What follows belongs to an exercise in optimizing a design on an open flow for small area, a short achievable clock period and few clock cycles; a production flow would make more cautious choices. The RTL was checked by simulation tests, not by an equivalence proof against the original design. Power is estimated from default activity; no workload was simulated.

File: flow/run.sh
#!/bin/bash
set -euo pipefail
bash standard.sh SETUP_SLACK_MARGIN=6.8 finish > standard_flow.log 2>&1
File: standard.sh
#!/bin/bash
# synth_recipe.tcl (not shown) runs the flow's synth.tcl, then flattens the netlist and writes it again
# the make line also repeats each setting of config.mk as NAME=value (left out here)
make -C /OpenROAD-flow-scripts/flow DESIGN_CONFIG=/design/flow/config.mk WORK_HOME=/design/flow/orfs CLKGATE_MAP_FILE= SYNTH_SCRIPT=/design/flow/synth_recipe.tcl "${@:-finish}"
File: constraint.sdc
create_clock -name core_clock -period 10.0 [get_ports {clk}]
set_input_delay 2.0000 -clock core_clock [delete_from_list [all_inputs] [get_ports {clk}]]
set_output_delay 2.0000 -clock core_clock [all_outputs]
set_load 0.01 [all_outputs]
File: design.v
module sampa_elink_step (
    input  wire [1:0]  st,
    input  wire [5:0]  rem,
    input  wire        end0,     
    input  wire        end1,     
    input  wire        nw_one,   
    input  wire [49:0] win0,     
    input  wire [49:0] win1,     
    input  wire        sync0,    
    input  wire        sync1,    
    output reg  [1:0]  st_n,
    output reg  [5:0]  rem_n,
    output reg         emit,
    output reg         word,     
    output wire        pos       
);
    localparam [1:0] S_HUNT   = 2'd0;
    localparam [1:0] S_HEADER = 2'd1;
    localparam [1:0] S_DATA   = 2'd2;
    assign pos = end0;
    wire [2:0] pkt    = end0 ? win0[9:7] : win1[9:7];
    wire       nzw    = end0 ? (|win0[19:10]) : (|win1[19:10]);
    wire       hsync  = end0 ? sync0 : sync1;
    wire       pkt_sy = (pkt == 3'd2);
    wire       pkt_dt = (pkt != 3'd0) && (pkt != 3'd2) && (pkt != 3'd5);
    wire [5:0] rem_d2 = rem - 6'd2;
    reg        next_data;
    always @* begin
        st_n      = st;
        emit      = 1'b0;
        word      = 1'b0;
        next_data = 1'b0;
        rem_n     = rem_d2;
        if (st == S_HUNT) begin
            if (rem[5:1] == 5'd0)
                rem_n = 6'd0;
            if ((rem[5:1] == 5'd0) && sync0) begin
                st_n  = S_HEADER;
                rem_n = 6'd49;
            end else if ((rem[5:2] == 4'd0) && (rem[1:0] != 2'd3) && sync1) begin
                st_n  = S_HEADER;
                rem_n = 6'd50;
            end
        end else if (end0 || end1) begin
            if (st == S_HEADER) begin
                emit = pkt_dt || (pkt_sy && !hsync);
                if (pkt_dt && nzw) begin
                    st_n      = S_DATA;
                    next_data = 1'b1;
                end
            end else begin
                emit = 1'b1;
                word = 1'b1;
                if (nw_one)
                    st_n = S_HEADER;
                else
                    next_data = 1'b1;
            end
            rem_n = next_data ? (end0 ? 6'd9 : 6'd10) : (end0 ? 6'd49 : 6'd50);
        end
    end
endmodule
module sampa_elink (
    input  wire        clk,
    input  wire        rst,
    input  wire        clr,         
    input  wire        take,        
    input  wire        b0,
    input  wire        b1,
    input  wire        pop,         
    input  wire        nw_we,       
    input  wire [9:0]  nw_in,       
    output reg         slot_valid,
    output reg         slot_word,   
    output reg         slot_pos,    
    output wire        slot_emit,   
    output wire        slot_word_n, 
    output wire        slot_pos_n,  
    output reg  [50:0] sr,          
    output reg  [9:0]  nw           
);
    localparam [49:0] SYNC = 50'h1555540F00113;
    reg  [1:0] st;
    reg  [5:0] rem;
    reg        p0, p1;
    reg        end0, end1;
    wire [50:0] sr_n  = {b1, b0, sr[50:2]};
    wire        sync0 = p0 & (b0 == SYNC[49]);
    wire        sync1 = p1 & (b0 == SYNC[48]) & (b1 == SYNC[49]);
    wire [1:0] st_n;
    wire [5:0] rem_n;
    wire       emit_n, word_n, pos_n;
    sampa_elink_step u_step (
        .st(st), .rem(rem), .end0(end0), .end1(end1), .nw_one(nw == 10'd1),
        .win0({b0, sr[50:2]}), .win1({b1, b0, sr[50:3]}),
        .sync0(sync0), .sync1(sync1),
        .st_n(st_n), .rem_n(rem_n),
        .emit(emit_n), .word(word_n), .pos(pos_n)
    );
    wire emit = take & emit_n;
    assign slot_emit   = emit;
    assign slot_word_n = emit ? word_n : slot_word;
    assign slot_pos_n  = emit ? pos_n : slot_pos;
    always @(posedge clk) begin
        if (clr) begin
            st   <= 2'd0;
            rem  <= 6'd50;
            end0 <= 1'b0;
            end1 <= 1'b0;
        end else if (take) begin
            st   <= st_n;
            rem  <= rem_n;
            end0 <= (st != 2'd0) && (rem == 6'd3);
            end1 <= (st != 2'd0) && (rem == 6'd4);
        end
        if (rst) begin
            slot_valid <= 1'b0;
        end else begin
            if (emit)
                slot_valid <= 1'b1;
            else if (pop)
                slot_valid <= 1'b0;
        end
        if (take) begin
            sr <= sr_n;
            p0 <= (sr_n[50:2] == SYNC[48:0]);
            p1 <= (sr_n[50:3] == SYNC[47:0]);
        end
        if (nw_we)
            nw <= nw_in;
        slot_word <= slot_word_n;
        slot_pos  <= slot_pos_n;
    end
endmodule
module sampa_decoder (
    input  wire        clk,
    input  wire        rst,
    input  wire        in_valid,
    output wire        in_ready,
    input  wire [31:0] in_word,
    input  wire [15:0] in_mask,
    input  wire        clear,
    output wire        out_valid,
    input  wire        out_ready,
    output wire [3:0]  out_elink,
    output wire [1:0]  out_kind,
    output wire [49:0] out_data
);
    localparam N = 16;
    wire [N-1:0]    slot_valid;
    wire [N-1:0]    slot_word;
    wire [N-1:0]    slot_pos;
    wire [N-1:0]    slot_emit;
    wire [51*N-1:0] slot_sr;
    wire [10*N-1:0] slot_nw;
    wire [9:0]      nw_new;
    reg  [9:0]      nw_wb;      
    reg  [N-1:0]    nw_sel;     
    reg        a_v, b_v;
    reg [55:0] a_sym, b_sym;    
    reg        rdy;             
    wire q_pop  = a_v & out_ready;
    wire q_room = ~b_v;
    reg  [N-1:0] grant;
    reg          g_word, g_pos;
    wire [N-1:0] slot_word_n, slot_pos_n;
    wire         any   = |grant;
    wire         push  = any & q_room;
    wire [N-1:0] pop   = grant & {N{q_room}};
    reg        r_v, r_clr;
    reg [31:0] r_word;
    reg [15:0] r_mask;
    wire accept = r_v & rdy;                 
    wire r_free = ~r_v | rdy;                
    wire eclr   = r_clr & r_free;            
    reg    in_rdy;                           
    assign in_ready  = in_rdy;
    assign out_valid = a_v;
    assign {out_elink, out_kind, out_data} = a_sym;
    genvar e;
    generate
        for (e = 0; e < N; e = e + 1) begin : g_elink
            sampa_elink u_elink (
                .clk        (clk),
                .rst        (rst),
                .clr        (eclr),
                .take       (accept & ~r_mask[e]),
                .b0         (r_word[2*e+1]),
                .b1         (r_word[2*e]),
                .pop        (pop[e]),
                .slot_valid (slot_valid[e]),
                .slot_word  (slot_word[e]),
                .slot_pos   (slot_pos[e]),
                .slot_emit  (slot_emit[e]),
                .slot_word_n(slot_word_n[e]),
                .slot_pos_n (slot_pos_n[e]),
                .nw_we      (nw_sel[e]),
                .nw_in      (nw_wb),
                .sr         (slot_sr[51*e +: 51]),
                .nw         (slot_nw[10*e +: 10])
            );
        end
    endgenerate
    integer k;
    reg [50:0] sel_sr;
    reg [3:0]  sel_elink;
    reg [9:0]  sel_nw;
    reg [49:0] win;
    reg [55:0] sym;
    always @* begin
        sel_sr    = 51'd0;
        sel_elink = 4'd0;
        sel_nw    = 10'd0;
        for (k = 0; k < N; k = k + 1) begin
            sel_sr    = sel_sr | (slot_sr[51*k +: 51] & {51{grant[k]}});
            sel_elink = sel_elink | (k[3:0] & {4{grant[k]}});
            sel_nw    = sel_nw | (slot_nw[10*k +: 10] & {10{grant[k]}});
        end
        win = g_pos ? sel_sr[49:0] : sel_sr[50:1];
        if (g_word)
            sym = {sel_elink, 2'd1, 40'd0, win[49:40]};
        else
            sym = {sel_elink, (win[9:7] == 3'd2) ? 2'd2 : 2'd0, win};
    end
    assign nw_new = g_word ? sel_nw - 10'd1 : win[19:10];
    wire [N-1:0] slots_n = (slot_valid & ~pop) | slot_emit;
    wire         none_n  = ~|slots_n;
    wire         one_n   = ~|(slots_n & (slots_n - {{(N-1){1'b0}}, 1'b1})) & ~none_n;
    wire         b_v_n   = q_pop ? (b_v & push) : (b_v | (a_v & push));
    wire [N-1:0] grant_n = slots_n & (~slots_n + {{(N-1){1'b0}}, 1'b1});
    wire         rdy_n   = none_n | (one_n & ~b_v_n);
    always @(posedge clk) begin
        if (rst) begin
            a_v <= 1'b0;
            b_v <= 1'b0;
            rdy <= 1'b1;
            grant <= {N{1'b0}};
            nw_sel <= {N{1'b0}};
        end else begin
            grant <= grant_n;
            nw_sel <= pop;
            rdy <= rdy_n;
            if (q_pop) begin
                a_v <= b_v | push;
                b_v <= b_v & push;
            end else begin
                a_v <= a_v | push;
                b_v <= b_v | (a_v & push);
            end
        end
        nw_wb  <= nw_new;
        g_word <= |(grant_n & slot_word_n);
        g_pos  <= |(grant_n & slot_pos_n);
        if (q_pop | ~a_v)
            a_sym <= b_v ? b_sym : sym;
        if (push & a_v)
            b_sym <= sym;        
    end
    always @(posedge clk) begin
        if (rst) begin
            r_v    <= 1'b0;
            r_clr  <= 1'b1;      
            in_rdy <= 1'b1;
        end else begin
            if (r_free) begin
                r_v   <= in_valid;
                r_clr <= clear;
            end else begin
                r_clr <= r_clr | clear;
            end
            in_rdy <= rdy_n | ~(r_free ? in_valid : r_v);
        end
        if (r_free) begin
            r_word <= in_word;
            r_mask <= in_mask;
        end
    end
endmodule
File: config.mk
export PLATFORM = sky130hd
export DESIGN_NAME = sampa_decoder
export DESIGN_NICKNAME = sampa_decoder
export VERILOG_FILES = /design/flow/design.v
export SDC_FILE = /design/flow/constraint.sdc
export NUM_CORES = 4
export LEC_CHECK = 0
export CAP_MARGIN = 20
export CORE_MARGIN = 2
export CORE_UTILIZATION = 65
export CTS_CLUSTER_DIAMETER = 80
export CTS_CLUSTER_SIZE = 28
export SLEW_MARGIN = 20
==> impl_results.md, run 1 <==
- Number of synthesized flops with an enable pin: 1,168
- Logic pwr share: 2.3%
- Int Pwr: 7.775 mW
- Leakage power: 21.55 nW
- Main synth FF type: edfxtp_1
- Worst path slowest cell: nor4_1
- Core footprint: 92,910 µm²
- Worst path most repeated cell: nor4_1
- TritonRoute pass-1 iters: 20
- Row count: 112
- Status: no timing/DRC/antenna violations
- Clk slew on worst S/H paths: 0.11 ns
- I/O pin cnt: 111
- DP Wirelength: 170,700 µm
- Initial antenna violation count: 33
- Final-report max-slew violation count: 0
- GPL Wtd Cong: 1.120
- # hold bufs at CTS: 0
- Final Hold Fails: 0
- Sequential fraction of the synthesis area: 66.34%
- Setup_tns: 0 ns
- Height of the die: 309.5 µm
- Fmax: 280.8 MHz
- Net Switching: 2.226 mW
- Via/cell ratio: 7.893
- CP Cell Sequence: or4_1 -> nor4_1 -> nand3_1 -> nor4_1
- Synthesized area per cell: 13.05 µm²
- Total wire length: 241,800 µm
- Layout cell share with drive strength beyond 1: 11.45%
- Worst Hold Class: flip-flop to flip-flop
- # clock sinks: 1,426
- Syn Inst Count: 4,648
- Final nets: 4,817
- Max-Cap Viols: 0
- Number of port buffers: 110
- Cells after DPL: 5,878
- Critical path required time: 10.49 ns
- TritonCTS Buffers: 60
- Synth Warn #: 3
- Fin crit period: 3.561 ns
- GR Util All Layers: 50.42%
- Final Cycle Share: 35.61%
- Vias in the first global route: 41,960
- Worst rel slew slack: 20.07%
- Clk buf depth: 3
- Peak VDD IR: 0.2004 mV
- H-tree levels: 2
- Slowest stage delay, CP: 0.98 ns
- Starting Density: 65.29%
- Non-Filler Instances: 6,077
- Drt wl/cell: 39.78 µm
- Vias: 47,970
- Setup CP Type: flip-flop to flip-flop
- Sequential fraction of design power: 66.6%
- First-pass GRT wire length: 329,900 µm
- CP Launch Type: flip-flop
- CTS root buffer: clkbuf_16
- Syn_nets: 4,718
- Synth unique cells: 100
- Post-synth ARST share: 0%
- Area of the multi-input gates: 19,760 µm²
- Slew @ Worst Pin: 1.188 ns
- P&R area growth vs syn: 8.760%
- Detail Route Antenna Nets: 0
- CTS tree: yes
- Die width: 309.5 µm
- Final setup vio count: 0
- Pin count of the biggest net entering global routing: 83
- CP Capture Type: flip-flop
- Clock power frac: 31.1%
- Reg area: 40,290 µm²
- Hold slack: 0.4544 ns
- Die Footprint: 95,780 µm²
- Final Skew: 0.03628 ns
- Sw Share: 22.26%
- Iteration-0 DRC count of the detailed router: 10,260
- Clk latency of the worst-skew pair: 0.78 ns
- PD cells: 151.6 nW/µm²
- RSZ-0062 raised after global routing: yes
- Grt total ovfl: 0
- DRC violations left: 0
- Register bit total from synthesis: 1,426
- Fill cell count: 6,489
- Post-Synthesis Cell Area: 60,660 µm²
- Maximum fanout along the worst path: 4
- Critical Path AT: 4.05 ns
==> registers in the layout, summed over array words and instances (netlist names), 10 cells and up <==
register                    count
g_elink.u_elink.slot_pos       16
g_elink.u_elink.slot_word      16
g_elink.u_elink.slot_valid     16
g_elink.u_elink.st             32
g_elink.u_elink.p0             16
r_word                         32
b_sym                          56
g_elink.u_elink.rem            96
g_elink.u_elink.end0           16
grant                          16
nw_wb                          10
r_mask                         16
nw_sel                         16
g_elink.u_elink.p1             16
g_elink.u_elink.end1           16
a_sym                          56
g_elink.u_elink.nw            160
g_elink.u_elink.sr            816
==> per-layer routing <==
| metal | GRT usage, % | routed length, µm | part of all wire (%) | vias up |
|---|---|---|---|---|
| met3 | 26.60 | 43450 | 18 | 1253 |
| met2 | 65.09 | 92510 | 38 | 5032 |
| met5 | 2.932 | 566 | 0.23 | - |
| li1 | - | - | - | 18880 |
| met4 | 38.15 | 25930 | 11 | 22 |
| met1 | 63.23 | 79310 | 33 | 22780 |
==> what timing repair did <==
action / CTS / global route
pin swaps: 1 / 9
setup endpoints to repair: 157 / 199
resized for setup: 281 / 105
cloned: 0 / 2
buffers inserted: 10 / 45
==> cells in the mapped netlist (10+ instances only) <==
master / n / area [µm²]
edfxtp_1: 1168 / 35070
nor2_1: 379 / 1423
a22oi_1: 301 / 2260
dfxtp_1: 258 / 5165
nand2_1: 217 / 814.5
o21ai_0: 155 / 775.7
a21oi_1: 147 / 735.7
nand3_1: 147 / 735.7
nand4_1: 143 / 894.6
clkbuf_1: 142 / 533.0
nor4_1: 140 / 875.8
nor4bb_1: 117 / 1171
nor3_1: 109 / 545.5
a22o_1: 105 / 919.6
a221oi_1: 101 / 884.6
mux2_2: 86 / 968.4
inv_1: 79 / 296.5
nor2b_1: 66 / 412.9
nor4b_1: 56 / 490.5
buf_1: 51 / 191.4
a211oi_1: 43 / 322.8
nand3b_1: 43 / 322.8
mux2i_1: 34 / 340.3
and3b_1: 31 / 271.5
nand2b_1: 30 / 187.7
or2_2: 30 / 187.7
and2_1: 28 / 175.2
o211ai_1: 27 / 202.7
o31ai_1: 23 / 172.7
a32oi_1: 21 / 183.9
or4_1: 21 / 157.7
a2111oi_0: 20 / 175.2
and4b_1: 19 / 190.2
a21o_1: 18 / 135.1
a31oi_1: 17 / 106.4
ha_1: 17 / 212.7
o22ai_1: 15 / 93.84
xnor2_1: 15 / 131.4
o21a_1: 13 / 97.59
or3_1: 13 / 81.33
and3_1: 12 / 75.07
nand4b_1: 12 / 105.1
a21boi_0: 10 / 75.07
o32ai_1: 10 / 87.58
or4b_2: 10 / 100.1
==> final cells by class <==
type / instances / area share [%]
Multi-Input combinational cell: 2924 / 29.95
Clock inverter: 19 / 0.2864
Tap cell: 1254 / 2.378
Clock buffer: 89 / 2.521
Inverter: 92 / 0.5310
Timing Repair Buffer: 243 / 3.154
Antenna cell: 30 / 0.1138
Sequential cell: 1426 / 61.07
==> power by group through the flow <==
stage | combinational [mW] | sequential (mW) | clock [mW]
floorplan | 0.117 | 6.68 | 0
global route | 0.240 | 6.65 | 3.27
CTS | 0.210 | 6.64 | 3.07
finish | 0.234 | 6.66 | 3.11
global placement | 0.202 | 6.77 | 0
detailed placement | 0.206 | 6.77 | 0
==> placed cells by master (no fill, tap or decap), drive strengths merged, types with 20 or more instances in the layout <==
master | synthesis | final
a2111oi | 20 | 20
a211oi | 43 | 43
a21oi | 147 | 147
a221oi | 101 | 101
a22o | 108 | 108
a22oi | 301 | 301
a32oi | 21 | 21
and2 | 28 | 28
and3b | 32 | 32
buf | 64 | 189
clkbuf | 143 | 92
clkdlybuf4s50 | 0 | 51
dfxtp | 258 | 258
diode | 0 | 30
edfxtp | 1168 | 1168
inv | 83 | 96
mux2 | 86 | 86
mux2i | 34 | 34
nand2 | 218 | 219
nand2b | 31 | 31
nand3 | 147 | 147
nand3b | 43 | 43
nand4 | 144 | 144
nor2 | 379 | 379
nor2b | 66 | 66
nor3 | 110 | 110
nor4 | 141 | 141
nor4b | 56 | 56
nor4bb | 117 | 117
o211ai | 27 | 27
o21ai | 158 | 158
o31ai | 23 | 23
or2 | 37 | 37
or4 | 21 | 21
==> worst max-delay path: cells and delay by family (launching register included) <==
family / cells / cell delay, ns
flops: 1 / 0.68
simple gates: 4 / 2.62
==> logic make-up after synthesis <==
kind of cell / share of synthesized area, %
mux: 2.158
simple gates: 15.57
buf+inv: 1.922
fa+ha+maj: 0.3672
xor+xnor: 0.3465
flops: 66.34
compound gates: 13.30
==> worst paths after layout <==
path / from / endpoint / slack [ns] / depth (start not counted)
min reg2reg: g_elink[0].u_elink.slot_pos / g_elink[0].u_elink.slot_pos / 0.45 / 2
max reg2reg: g_elink[6].u_elink.sr[22] / g_elink[6].u_elink.p1 / 6.44 / 4
max: g_elink[6].u_elink.sr[22] / g_elink[6].u_elink.p1 / 6.44 / 4
min: g_elink[0].u_elink.slot_pos / g_elink[0].u_elink.slot_pos / 0.45 / 2
==> metrics by stage <==
step,power (mW),worst slack (ns),utilization (%),instance area [µm²]
6_report,10.00,6.439,71.01,65970
5_1_grt,10.16,6.551,70.95,65910
4_1_cts,9.917,6.577,69.90,64950
3_5_place_dp,6.979,6.071,67.93,63110
3_3_place_gp,6.974,6.120,67.93,63110
2_1_floorplan,6.797,6.843,-,60670
Testbench counts, summed over its fixed seeds: cycles 21,280.
==> run 2, diff against run 1 <==
--- a/config.mk
+++ b/config.mk
@@ -9,5 +9,5 @@
 export CORE_MARGIN = 2
-export CORE_UTILIZATION = 65
-export CTS_CLUSTER_DIAMETER = 80
-export CTS_CLUSTER_SIZE = 28
+export CORE_UTILIZATION = 55
+export CTS_CLUSTER_DIAMETER = 60
+export CTS_CLUSTER_SIZE = 22
 export SLEW_MARGIN = 20
==> run 2 against run 1 <==
Still clean on timing, DRC and antenna. Clock skew is 0.013 ns higher. Die area is 18% higher. Total power is 20% higher. Maximum frequency is 3.8% higher. Non-clock buffer count is 3 higher. Critical path type unchanged. Highest routed layer unchanged.
==> impl_results.md, run 2 <==
- Status: no timing/DRC/antenna violations (unchanged)
- Worst path slowest cell: nor4_1 (unchanged)
- Maximum fanout along the worst path: 50 (was 4)
- Initial antenna violation count: 22 (was 33)
- Top Family by Delay on Critical Path: simple AND/OR/NAND/NOR gates (unchanged)
- H-tree levels: 3 (was 2)
- Die Footprint: 113,000 µm² (was 95,780 µm²)
- Syn_nets: 4,718 (unchanged)
- Synthesized area per cell: 13.05 µm² (unchanged)
- Starting Density: 55.57% (was 65.29%)
- First-pass GRT wire length: 342,300 µm (was 329,900 µm)
- Synth top area share: 57.82% (unchanged)
- Worst rel slew slack: 12.75% (was 20.07%)
- Setup_tns: 0 ns (unchanged)
- Number of synthesized flops with an enable pin: 1,168 (unchanged)
- Vias in the first global route: 42,540 (was 41,960)
- I/O pin cnt: 111 (unchanged)
- Largest reg by FF count: g_elink.u_elink.sr (unchanged)
- Final-report max-slew violation count: 0 (unchanged)
- GR Util All Layers: 44.16% (was 50.42%)
- Final Hold Fails: 0 (unchanged)
- Hold slack: 0.4554 ns (was 0.4544 ns)
- Leakage power: 22.77 nW (was 21.55 nW)
- Yosys top cell by area: edfxtp_1 (unchanged)
- Post-synthesis simple-gate area fraction: 15.57% (unchanged)
- Syn Inst Count: 4,648 (unchanged)
- Via/cell ratio: 7.407 (was 7.893)
- Max FFs per register: 816 (unchanged)
- Setup CP Type: flip-flop to flip-flop (unchanged)
- CP Launch Type: flip-flop (unchanged)
- Synth cell count leaders: edfxtp_1, nor2_1, a22oi_1 (unchanged)
- RSZ-0062 raised after global routing: yes (unchanged)
- Commonest cells after routing, fill and taps aside: edfxtp_1, nor2_1, a22oi_1, dfxtp_1, nand2_1 (unchanged)
- Iteration-0 DRC count of the detailed router: 8,598 (was 10,260)
- Register bit total from synthesis: 1,426 (unchanged)
- Post-synth ARST share: 0% (unchanged)
- Critical path required time: 10.52 ns (was 10.49 ns)
- Top post-synthesis cells by area: edfxtp_1, dfxtp_1, a22oi_1 (unchanged)
- Post-synthesis mux area share: 2.158% (unchanged)
- DRC violations left: 0 (unchanged)
- Final setup vio count: 0 (unchanged)
- Vias: 47,430 (was 47,970)
- Grt total ovfl: 0 (unchanged)
- # hold bufs at CTS: 0 (unchanged)
- CP Cell Sequence: buf_6 -> a22oi_1 -> nand4_1 -> nor4_1 -> a211oi_1 -> mux2_2 (was or4_1 -> nor4_1 -> nand3_1 -> nor4_1)
- Final nets: 4,878 (was 4,817)
- Commonest non-fill, non-tap cell in the layout: edfxtp_1 (unchanged)
- Pin count of the biggest net entering global routing: 74 (was 83)
- Slew @ Worst Pin: 1.297 ns (was 1.188 ns)
- CP Launch Point: grant[15] (was g_elink[6].u_elink.sr[22])
- Area of the multi-input gates: 19,900 µm² (was 19,760 µm²)
- Fill cell count: 8,401 (was 6,489)
- Fin crit period: 3.431 ns (was 3.561 ns)
- Synth Area in Compound Gates: 13.30% (unchanged)
- Reg area: 40,290 µm² (about the same)
- Final Cycle Share: 34.31% (was 35.61%)
- Synth Warn #: 3 (unchanged)
- Peak VDD IR: 0.1396 mV (was 0.2004 mV)
- GPL Wtd Cong: 1.076 (was 1.120)
- CP Capture Type: flip-flop (unchanged)
- Slowest stage delay, CP: 0.95 ns (was 0.98 ns)
- Post-synthesis xor/xnor area fraction: 0.3465% (unchanged)
- Count leader, synth: edfxtp_1 (unchanged)
- Total wire length: 251,600 µm (was 241,800 µm)
- Post-Synthesis Cell Area: 60,660 µm² (unchanged)
- Final Skew: 0.04917 ns (was 0.03628 ns)
- Worst hold path stage count: 0 (was 2)
- Detail Route Antenna Nets: 0 (unchanged)
- Slack of the worst reg-to-reg path: 6.57 ns (was 6.44 ns)
- Sequential fraction of the synthesis area: 66.34% (unchanged)
- Synth unique cells: 100 (unchanged)
- Layout cell share with drive strength beyond 1: 14.41% (was 11.45%)
- CTS tree: yes (unchanged)
- DP Wirelength: 180,700 µm (was 170,700 µm)
- CTS root buffer: clkbuf_16 (unchanged)
- Clk slew on worst S/H paths: 0.08 ns (was 0.11 ns)
- P&R area growth vs syn: 13.38% (was 8.760%)
- Leading registers by flop count: g_elink.u_elink.sr: 816 flops, g_elink.u_elink.nw: 160 flops, g_elink.u_elink.rem: 96 flops (unchanged)
- PD cells: 175.2 nW/µm² (was 151.6 nW/µm²)
- Critical Path AT: 3.95 ns (was 4.05 ns)
- Drt wl/cell: 39.29 µm (was 39.78 µm)
- R2R Path End: a_sym[37] (was g_elink[6].u_elink.p1)
- Worst Hold Class: flip-flop to flip-flop (unchanged)
- Largest family of logic cells by synthesized area: simple AND/OR/NAND/NOR gates (unchanged)
- Height of the die: 336.1 µm (was 309.5 µm)
- TritonCTS Buffers: 119 (was 60)
- # clock sinks: 1,426 (unchanged)
- Clk buf depth: 3 (unchanged)
- Max-Cap Viols: 0 (unchanged)
- Fmax: 291.5 MHz (was 280.8 MHz)
- Reg2reg path depth: 6 (was 4)
- Core footprint: 109,200 µm² (was 92,910 µm²)
- Worst reg2reg startpoint: grant[15] (was g_elink[6].u_elink.sr[22])
- Clk latency of the worst-skew pair: 0.77 ns (was 0.78 ns)
- Number of port buffers: 110 (unchanged)
- Hold_sp: g_elink[1].u_elink.sr[2] (was g_elink[0].u_elink.slot_pos)
- Worst Hold End: g_elink[1].u_elink.sr[0] (was g_elink[0].u_elink.slot_pos)
- Row count: 121 (was 112)
- Main synth FF type: edfxtp_1 (unchanged)
- Adder-cell share of the synthesized area: 0.3672% (unchanged)
- Die width: 336.1 µm (was 309.5 µm)
- TritonRoute pass-1 iters: 11 (was 20)
- CP bufs+invs: 1 (was 0)
run 2: worst reg2reg max path, delay by kind of cell (launching register included):
family	cells	cell delay [ns]
AOI/OAI and AO/OA	2	0.80
buffers and inverters	1	0.36
DFF	1	0.50
muxes	1	0.34
and+or+nand+nor	2	1.21
run 2: repair_timing:
| item | CTS | global route |
|---|---|---|
| cloned | 0 | 0 |
| pin swaps | 5 | 7 |
| resized for setup | 293 | 85 |
| setup buffers | 24 | 43 |
| setup endpoints to repair | 138 | 139 |
run 2: how the worst max path moves through the flow:
stage,depth (start not counted),slack [ns],endpoint
floorplan,1,6.84,a_sym[0]
finish,6,6.57,a_sym[37]
detailed placement,12,6.18,g_word
global route,1,6.58,out_data[18]
CTS,1,6.58,out_data[18]
global placement,5,6.17,in_rdy
run 2: cell families after synthesis:
group / count (synthesis)
mux: 120
xor+xnor: 24
fa+ha+maj: 18
flops: 1426
compound gates: 1114
simple gates: 1647
buf+inv: 299
run 2: through the flow:
step	setup slack [ns]	instances	total power [mW]	area, µm²	utilization [%]
finish	6.569	6404	12.05	68770	63.00
global route	6.582	6392	12.28	68740	62.98
CTS	6.579	6344	12.02	67930	62.24
detailed placement	6.178	6094	6.990	63420	58.10
global placement	6.167	6094	6.985	63390	58.08
floorplan	6.843	4648	6.797	60670	-
run 2: layer usage:
layer  part of all wire (%)  up-vias  GRT usage (%)  wire length, µm
met1                     35    23180          57.65            88760
li1                       -    19110              -                -
met3                     15      913          16.08            37910
met2                     40     4227          60.68           101100
met4                    9.5        6          31.91            23800
met5                  0.017        -              0               43
run 2: power breakdown:
part           total, mW  internal (mW)  leakage [nW]  switching [mW]
combinational      0.240         0.0747          7.61           0.165
sequential          6.66           6.49          13.1           0.169
clock               5.15           2.63          2.10            2.52
run 2: cell type report:
class / count / share of cell area (%)
flip-flops and latches: 1426 / 58.58
multi-input cells: 2923 / 28.94
clock buffers: 130 / 4.528
repair buffers: 246 / 2.915
well taps: 1476 / 2.685
clock inverters: 96 / 1.777
inverters: 92 / 0.5258
diodes: 15 / 0.05458
==> run 3, diff against run 2 <==
--- a/config.mk
+++ b/config.mk
@@ -9,3 +9,3 @@
 export CORE_MARGIN = 2
-export CORE_UTILIZATION = 55
+export CORE_UTILIZATION = 65
 export CTS_CLUSTER_DIAMETER = 60
==> run 3 against run 2 <==
Register-to-register slack gained 0.03 ns. Clock skew down 0.0013 ns. First-iteration DRC count up 19%. Flip-flop and latch count did not move. Maximum frequency grew 0.79%. Die area decreased by 15%. Critical path type unchanged.
==> impl_results.md, run 3 <==
- Status: no timing/DRC/antenna violations (unchanged)
- Final Skew: 0.04786 ns (was 0.04917 ns)
- Leakage power: 22.47 nW (was 22.77 nW)
- Final Hold Fails: 0 (unchanged)
- Via/cell ratio: 7.853 (was 7.407)
- Tot Pwr: 11.56 mW (was 12.05 mW)
- Synth unique cells: 100 (unchanged)
- GR Util All Layers: 50.79% (was 44.16%)
- Vias: 48,470 (was 47,430)
- Peak VDD IR: 0.1548 mV (was 0.1396 mV)
- Top post-synthesis cells by area: edfxtp_1, dfxtp_1, a22oi_1 (unchanged)
- TritonRoute pass-1 iters: 10 (was 11)
- GPL Wtd Cong: 1.120 (was 1.076)
- Register bit total from synthesis: 1,426 (unchanged)
- Slack of the worst reg-to-reg path: 6.60 ns (was 6.57 ns)
- Detail Route Antenna Nets: 0 (unchanged)
- Post-Synthesis Cell Area: 60,660 µm² (unchanged)
- Leading registers by flop count: g_elink.u_elink.sr: 816 flops, g_elink.u_elink.nw: 160 flops, g_elink.u_elink.rem: 96 flops (unchanged)
- Row count: 112 (was 121)
- Syn_nets: 4,718 (unchanged)
- Height of the die: 309.5 µm (was 336.1 µm)
- Max FFs per register: 816 (unchanged)
- Clk buf depth: 3 (unchanged)
- # hold bufs at CTS: 0 (unchanged)
- First-pass GRT wire length: 332,100 µm (was 342,300 µm)
- Commonest non-fill, non-tap cell in the layout: edfxtp_1 (unchanged)
- Fin crit period: 3.404 ns (was 3.431 ns)
- Fmax: 293.8 MHz (was 291.5 MHz)
- Worst path slowest cell: a221oi_1 (was nor4_1)
- Critical Path AT: 3.90 ns (was 3.95 ns)
- Yosys top cell by area: edfxtp_1 (unchanged)
- RSZ-0062 raised after global routing: yes (unchanged)
- DRC violations left: 0 (unchanged)
- Clk latency of the worst-skew pair: 0.76 ns (was 0.77 ns)
- Main synth FF type: edfxtp_1 (unchanged)
- Slowest stage delay, CP: 0.73 ns (was 0.95 ns)
- Post-synth ARST share: 0% (unchanged)
- Critical path required time: 10.49 ns (was 10.52 ns)
- CP Launch Type: flip-flop (unchanged)
- Number of synthesized flops with an enable pin: 1,168 (unchanged)
- Synthesized area per cell: 13.05 µm² (unchanged)
- Syn Inst Count: 4,648 (unchanged)
- Synth top area share: 57.82% (unchanged)
- Maximum fanout along the worst path: 4 (was 50)
- Core footprint: 92,910 µm² (was 109,200 µm²)
- Sequential fraction of the synthesis area: 66.34% (unchanged)
- H-tree levels: 3 (unchanged)
- CTS root buffer: clkbuf_16 (unchanged)
- Die width: 309.5 µm (was 336.1 µm)
- # clock sinks: 1,426 (unchanged)
- Drt wl/cell: 39.39 µm (was 39.29 µm)
- P&R area growth vs syn: 11.83% (was 13.38%)
- Layout cell share with drive strength beyond 1: 13.62% (was 14.41%)
- Initial antenna violation count: 26 (was 22)
- Total wire length: 243,100 µm (was 251,600 µm)
- Commonest cells after routing, fill and taps aside: edfxtp_1, nor2_1, a22oi_1, dfxtp_1, nand2_1 (unchanged)
- Pin count of the biggest net entering global routing: 83 (was 74)
- Slew @ Worst Pin: 1.178 ns (was 1.297 ns)
- DP Wirelength: 170,700 µm (was 180,700 µm)
- Count leader, synth: edfxtp_1 (unchanged)
- Iteration-0 DRC count of the detailed router: 10,270 (was 8,598)
- Max-Cap Viols: 0 (unchanged)
- CP Capture Type: flip-flop (unchanged)
- CP Cell Sequence: a22o_1 -> a221oi_1 -> nand3_1 -> nor3_2 -> a21oi_1 -> nor2b_1 -> mux2_2 (was buf_6 -> a22oi_1 -> nand4_1 -> nor4_1 -> a211oi_1 -> mux2_2)
- Number of port buffers: 110 (unchanged)
- Final Cycle Share: 34.04% (was 34.31%)
- PD cells: 170.5 nW/µm² (was 175.2 nW/µm²)
- Synth cell count leaders: edfxtp_1, nor2_1, a22oi_1 (unchanged)
- Vias in the first global route: 42,560 (was 42,540)
- I/O pin cnt: 111 (unchanged)
- Synth Warn #: 3 (unchanged)
- Largest reg by FF count: g_elink.u_elink.sr (unchanged)
- Starting Density: 65.29% (was 55.57%)
- Die Footprint: 95,780 µm² (was 113,000 µm²)
- CTS tree: yes (unchanged)
- Worst Hold Class: flip-flop to flip-flop (unchanged)
- Setup CP Type: flip-flop to flip-flop (unchanged)
- Setup_tns: 0 ns (unchanged)
- Grt total ovfl: 0 (unchanged)
- Final nets: 4,865 (was 4,878)
- Final Util: 73.01% (was 63.00%)
- Worst rel slew slack: 21.45% (was 12.75%)
- Final-report max-slew violation count: 0 (unchanged)
- TritonCTS Buffers: 107 (was 119)
- Final setup vio count: 0 (unchanged)
- Clk slew on worst S/H paths: 0.08 ns (about the same)
- Fill cell count: 6,238 (was 8,401)
## run 3: worst max-delay path, delay by kind of cell, from the launching register on
kind            cells  cell delay [ns]
mux                 1             0.31
flops               1             0.57
simple gates        3             0.98
compound gates      3             1.27
## run 3: layer usage
| metal | GRT usage [%] | wire length [µm] | up-vias |
|---|---|---|---|
| met5 | 2.123 | 249 | - |
| met4 | 38.51 | 26080 | 10 |
| met3 | 26.90 | 44020 | 1243 |
| met2 | 66.07 | 93260 | 5168 |
| met1 | 63.22 | 79500 | 22990 |
| li1 | - | - | 19060 |
## run 3: kinds of logic (layout without fill, tap and decap cells)
kind of cell / after synthesis / count (layout) / synth area share [%]
multiplexers: 120 / 120 / 2.158
AO/OA/AOI/OAI: 1114 / 1114 / 13.30
adder cells (fa/ha/maj): 18 / 18 / 0.3672
XOR/XNOR: 24 / 24 / 0.3465
AND/OR/NAND/NOR: 1647 / 1647 / 15.57
buffers and inverters: 299 / 540 / 1.922
flip-flops: 1426 / 1426 / 66.34
other: 0 / 29 / 0
## run 3: per-stage QoR
stage	hold WS, ns	instance area [µm²]	cells	worst slack [ns]
after floorplan	0.4053	60670	4648	6.843
after global placement	0.4216	63110	5878	6.120
after detailed placement	0.4267	63110	5878	6.071
final	0.4446	67830	6172	6.596
after CTS	0.4465	66880	6092	6.621
after global routing	0.4710	67780	6152	6.613
## run 3: what timing repair did
action	CTS	global route
pin swaps	1	9
setup buffers	11	44
cloned	0	1
gates resized for setup	281	79
setup endpoints to repair	152	193
## run 3: where the power goes
part / total [mW] / switching, mW / internal, mW / leakage [nW]
combinational: 0.236 / 0.162 / 0.0743 / 7.59
sequential: 6.66 / 0.173 / 6.49 / 13.1
clock: 4.67 / 2.37 / 2.29 / 1.82
total: 11.6 / 2.71 / 8.86 / 22.5
## run 3: layout make-up
class	count	area, µm²	area share (%)
flip-flops and latches	1426	40280	59.38
multi-input cells	2923	19790	29.18
clock buffers	122	2839	4.185
repair buffers	245	2004	2.955
well taps	1254	1569	2.313
clock inverters	81	924.6	1.363
inverters	92	350.3	0.5165
diodes	29	72.57	0.1070
## run 3: final timing paths
path,from,end,depth (start not counted)
setup / recovery,g_elink[13].u_elink.sr[50],a_sym[49],7
hold / removal,g_elink[0].u_elink.slot_pos,g_elink[0].u_elink.slot_pos,2
setup reg to reg,g_elink[13].u_elink.sr[50],a_sym[49],7
hold reg to reg,g_elink[0].u_elink.slot_pos,g_elink[0].u_elink.slot_pos,2
==> run 4, diff against run 3 <==
==> flow/run.sh (replaced) <==
#!/bin/bash
set -euo pipefail
bash standard.sh SETUP_SLACK_MARGIN=7.0 finish > standard_flow.log 2>&1
--- a/config.mk
+++ b/config.mk
@@ -9,3 +9,3 @@
 export CORE_MARGIN = 2
-export CORE_UTILIZATION = 65
+export CORE_UTILIZATION = 60
 export CTS_CLUSTER_DIAMETER = 60
==> run 4 against run 3 <==
Critical path depth fell by 6. Critical path type is now flip-flop to output port. Register-to-register slack improved by 0.21 ns. Wire length rose by 3.0%. Flip-flop and latch count did not move. Largest cell class unchanged. Largest power group unchanged.
==> impl_results.md, run 4 <==
- Final setup vio count: 0 (unchanged)
- Worst Hold Class: flip-flop to flip-flop (unchanged)
- Commonest cells after routing, fill and taps aside: edfxtp_1, nor2_1, a22oi_1, dfxtp_1, nand2_1 (unchanged)
- Status: no timing/DRC/antenna violations (unchanged)
- Top post-synthesis cells by area: edfxtp_1, dfxtp_1, a22oi_1 (unchanged)
- Syn Inst Count: 4,648 (unchanged)
- Post-synth ARST share: 0% (unchanged)
- RSZ-0062 raised after global routing: yes (unchanged)
- Synth Warn #: 3 (unchanged)
- Leakage power: 22.96 nW (was 22.47 nW)
- Pin count of the biggest net entering global routing: 76 (was 83)
- Height of the die: 322.0 µm (was 309.5 µm)
- Setup_tns: 0 ns (unchanged)
- Core footprint: 100,100 µm² (was 92,910 µm²)
- Clk latency of the worst-skew pair: 0.75 ns (was 0.76 ns)
- Post-Synthesis Cell Area: 60,660 µm² (unchanged)
- Leading registers by flop count: g_elink.u_elink.sr: 816 flops, g_elink.u_elink.nw: 160 flops, g_elink.u_elink.rem: 96 flops (unchanged)
- H-tree levels: 3 (unchanged)
- Worst path slowest cell: edfxtp_1 (was a221oi_1)
- Final Skew: 0.04057 ns (was 0.04786 ns)
- Final Hold Fails: 0 (unchanged)
- Maximum fanout along the worst path: 1 (was 4)
- Final Util: 68.90% (was 73.01%)
- Peak VDD IR: 0.1880 mV (was 0.1548 mV)
- CP Capture Type: output port (was flip-flop)
- # clock sinks: 1,426 (unchanged)
- Starting Density: 60.57% (was 65.29%)
- Synthesized area per cell: 13.05 µm² (unchanged)
- Number of port buffers: 110 (unchanged)
- TritonRoute pass-1 iters: 9 (was 10)
- Count leader, synth: edfxtp_1 (unchanged)
- Critical path required time: 8.00 ns (was 10.49 ns)
- Final nets: 4,898 (was 4,865)
- Layout cell share with drive strength beyond 1: 15.49% (was 13.62%)
- Fmax: 298.5 MHz (was 293.8 MHz)
- Final-report max-slew violation count: 0 (unchanged)
- Setup CP Type: flip-flop to output port (was flip-flop to flip-flop)
- PD cells: 171.6 nW/µm² (was 170.5 nW/µm²)
- Initial antenna violation count: 20 (was 26)
- CTS tree: yes (unchanged)
- GPL Wtd Cong: 1.115 (was 1.120)
- Die Footprint: 103,700 µm² (was 95,780 µm²)
- Register bit total from synthesis: 1,426 (unchanged)
- Worst rel slew slack: 16.89% (was 21.45%)
- Number of synthesized flops with an enable pin: 1,168 (unchanged)
- Vias in the first global route: 42,980 (was 42,560)
- Iteration-0 DRC count of the detailed router: 9,325 (was 10,270)
- Slowest stage delay, CP: 0.44 ns (was 0.73 ns)
- Yosys top cell by area: edfxtp_1 (unchanged)
- P&R area growth vs syn: 13.75% (was 11.83%)
- Clk slew on worst S/H paths: 0.08 ns (about the same)
- DRC violations left: 0 (unchanged)
- Max-Cap Viols: 0 (unchanged)
- Vias: 48,170 (was 48,470)
- CP Cell Sequence: buf_2 (was a22o_1 -> a221oi_1 -> nand3_1 -> nor3_2 -> a21oi_1 -> nor2b_1 -> mux2_2)
- Synth cell count leaders: edfxtp_1, nor2_1, a22oi_1 (unchanged)
- GR Util All Layers: 47.85% (was 50.79%)
- Critical Path AT: 1.35 ns (was 3.90 ns)
- Top Family by Delay on Critical Path: flip-flops (was compound AO/OA/AOI/OAI gates)
- Detail Route Antenna Nets: 0 (unchanged)
- Main synth FF type: edfxtp_1 (unchanged)
- CP bufs+invs: 1 (was 0)
- Clk buf depth: 3 (unchanged)
- CP Launch Type: flip-flop (unchanged)
- CTS root buffer: clkbuf_16 (unchanged)
- Sequential fraction of the synthesis area: 66.34% (unchanged)
- Die width: 322.0 µm (was 309.5 µm)
- Row count: 116 (was 112)
- Hold slack: 0.4495 ns (was 0.4446 ns)
- First-pass GRT wire length: 341,200 µm (was 332,100 µm)
- Commonest non-fill, non-tap cell in the layout: edfxtp_1 (unchanged)
- Grt total ovfl: 0 (unchanged)
- Synth top area share: 57.82% (unchanged)
- Syn_nets: 4,718 (unchanged)
- Drt wl/cell: 40.07 µm (was 39.39 µm)
- Fin crit period: 3.350 ns (was 3.404 ns)
- TritonCTS Buffers: 112 (was 107)
- Max FFs per register: 816 (unchanged)
- # hold bufs at CTS: 0 (unchanged)
- Final Cycle Share: 33.50% (was 34.04%)
- Via/cell ratio: 7.710 (was 7.853)
- Total wire length: 250,300 µm (was 243,100 µm)
- DP Wirelength: 176,500 µm (was 170,700 µm)
- Slew @ Worst Pin: 1.247 ns (was 1.178 ns)
- Largest reg by FF count: g_elink.u_elink.sr (unchanged)
- I/O pin cnt: 111 (unchanged)
- Synth unique cells: 100 (unchanged)
[run 4: cell counts after synthesis]
Identical to the previous run, type by type.
[run 4: routing by layer]
metal	track usage [%]	routed length, µm	vias to the layer above
met4	34.90	25480	26
met3	23.30	42990	1088
met2	63.55	97890	4637
met5	1.466	366	-
li1	-	-	19150
met1	60.20	83570	23260
[run 4: report_power, final]
part | switching (mW) | total [mW] | leakage [nW] | internal (mW)
Sequential | 0.167 | 6.65 | 13.1 | 6.49
Clock | 2.51 | 4.93 | 1.99 | 2.42
Combinational | 0.177 | 0.259 | 7.90 | 0.0816
Total | 2.85 | 11.8 | 23.0 | 8.99
[run 4: final timing paths]
kind,startpoint,end,slack (ns),depth (start not counted)
max,a_sym[17],out_data[17],6.65,1
min,g_elink[9].u_elink.slot_pos,g_elink[9].u_elink.slot_pos,0.45,2
max reg2reg,grant[6],a_sym[33],6.81,6
min reg2reg,g_elink[9].u_elink.slot_pos,g_elink[9].u_elink.slot_pos,0.45,2
[run 4: logic make-up after synthesis]
group           share of synthesized area, %
mux                                    2.158
xor+xnor                              0.3465
fa+ha+maj                             0.3672
compound gates                         13.30
flops                                  66.34
simple gates                           15.57
buf+inv                                1.922
[run 4: final cells by class]
type / instances / area [µm²]
diodes: 24 / 60.06
clock buffers: 120 / 2918
clock inverters: 91 / 1164
fillers: 7182 / 31150
inverters: 92 / 367.9
multi-input cells: 2924 / 20270
flip-flops and latches: 1426 / 40290
well taps: 1298 / 1624
repair buffers: 272 / 2303
[run 4: repair_timing]
action	4_1_cts	5_1_grt
gates cloned	1	3
pin swaps	16	18
setup endpoints to repair	233	146
resized for setup	347	132
buffers inserted	50	35
[run 4: stage by stage]
step                      setup slack, ns  cell area, µm²  total power [mW]  instances
after floorplan                     6.991           60680             6.797       4648
after global placement              6.107           63180             6.982       5922
after detailed placement            6.102           63200             6.987       5922
after CTS                           6.624           67920             11.79       6184
after global routing                6.622           68940             12.04       6225
final                               6.650           69000             11.84       6247

## what the ideal ports hide
In the flow no input, the clock included, has a driving cell. The finished layouts below were timed again as built, in two steps. Step 1 (the two cells are an assumption about what drives the block):
set clk [get_ports {clk}]
set_driving_cell -lib_cell sky130_fd_sc_hd__clkbuf_16 $clk
set_driving_cell -lib_cell sky130_fd_sc_hd__buf_2 [delete_from_list [all_inputs] $clk]
Step 2 adds t to the input delays and takes it off the output delays; t is the mean of the earliest and latest rising clock arrival at the registers after step 1. Input paths then give back, and output paths get back, about the clock's delay inside the block. Three values: ideal ports, drivers, drivers and shift; two values: the first two.
run | t (ns) | setup slack, ns | slew at the worst register clock pin (ns) | pins driven straight from the clock port
run 1 | 0.826 | 6.439 / 6.439 / 6.315 | 0.12 / 0.12 | 1
run 2 | 0.818 | 6.569 / 6.514 / 6.274 | 0.09 / 0.09 | 1
run 3 | 0.808 | 6.596 / 6.563 / 6.280 | 0.09 / 0.09 | 1
run 4 | 0.805 | 6.650 / 6.576 / 6.323 | 0.09 / 0.09 | 1
After both steps setup and hold are still met in every run listed. The setup slack of run 4, which loses most, moves by -0.074 ns with the drivers and by -0.327 ns with both steps.
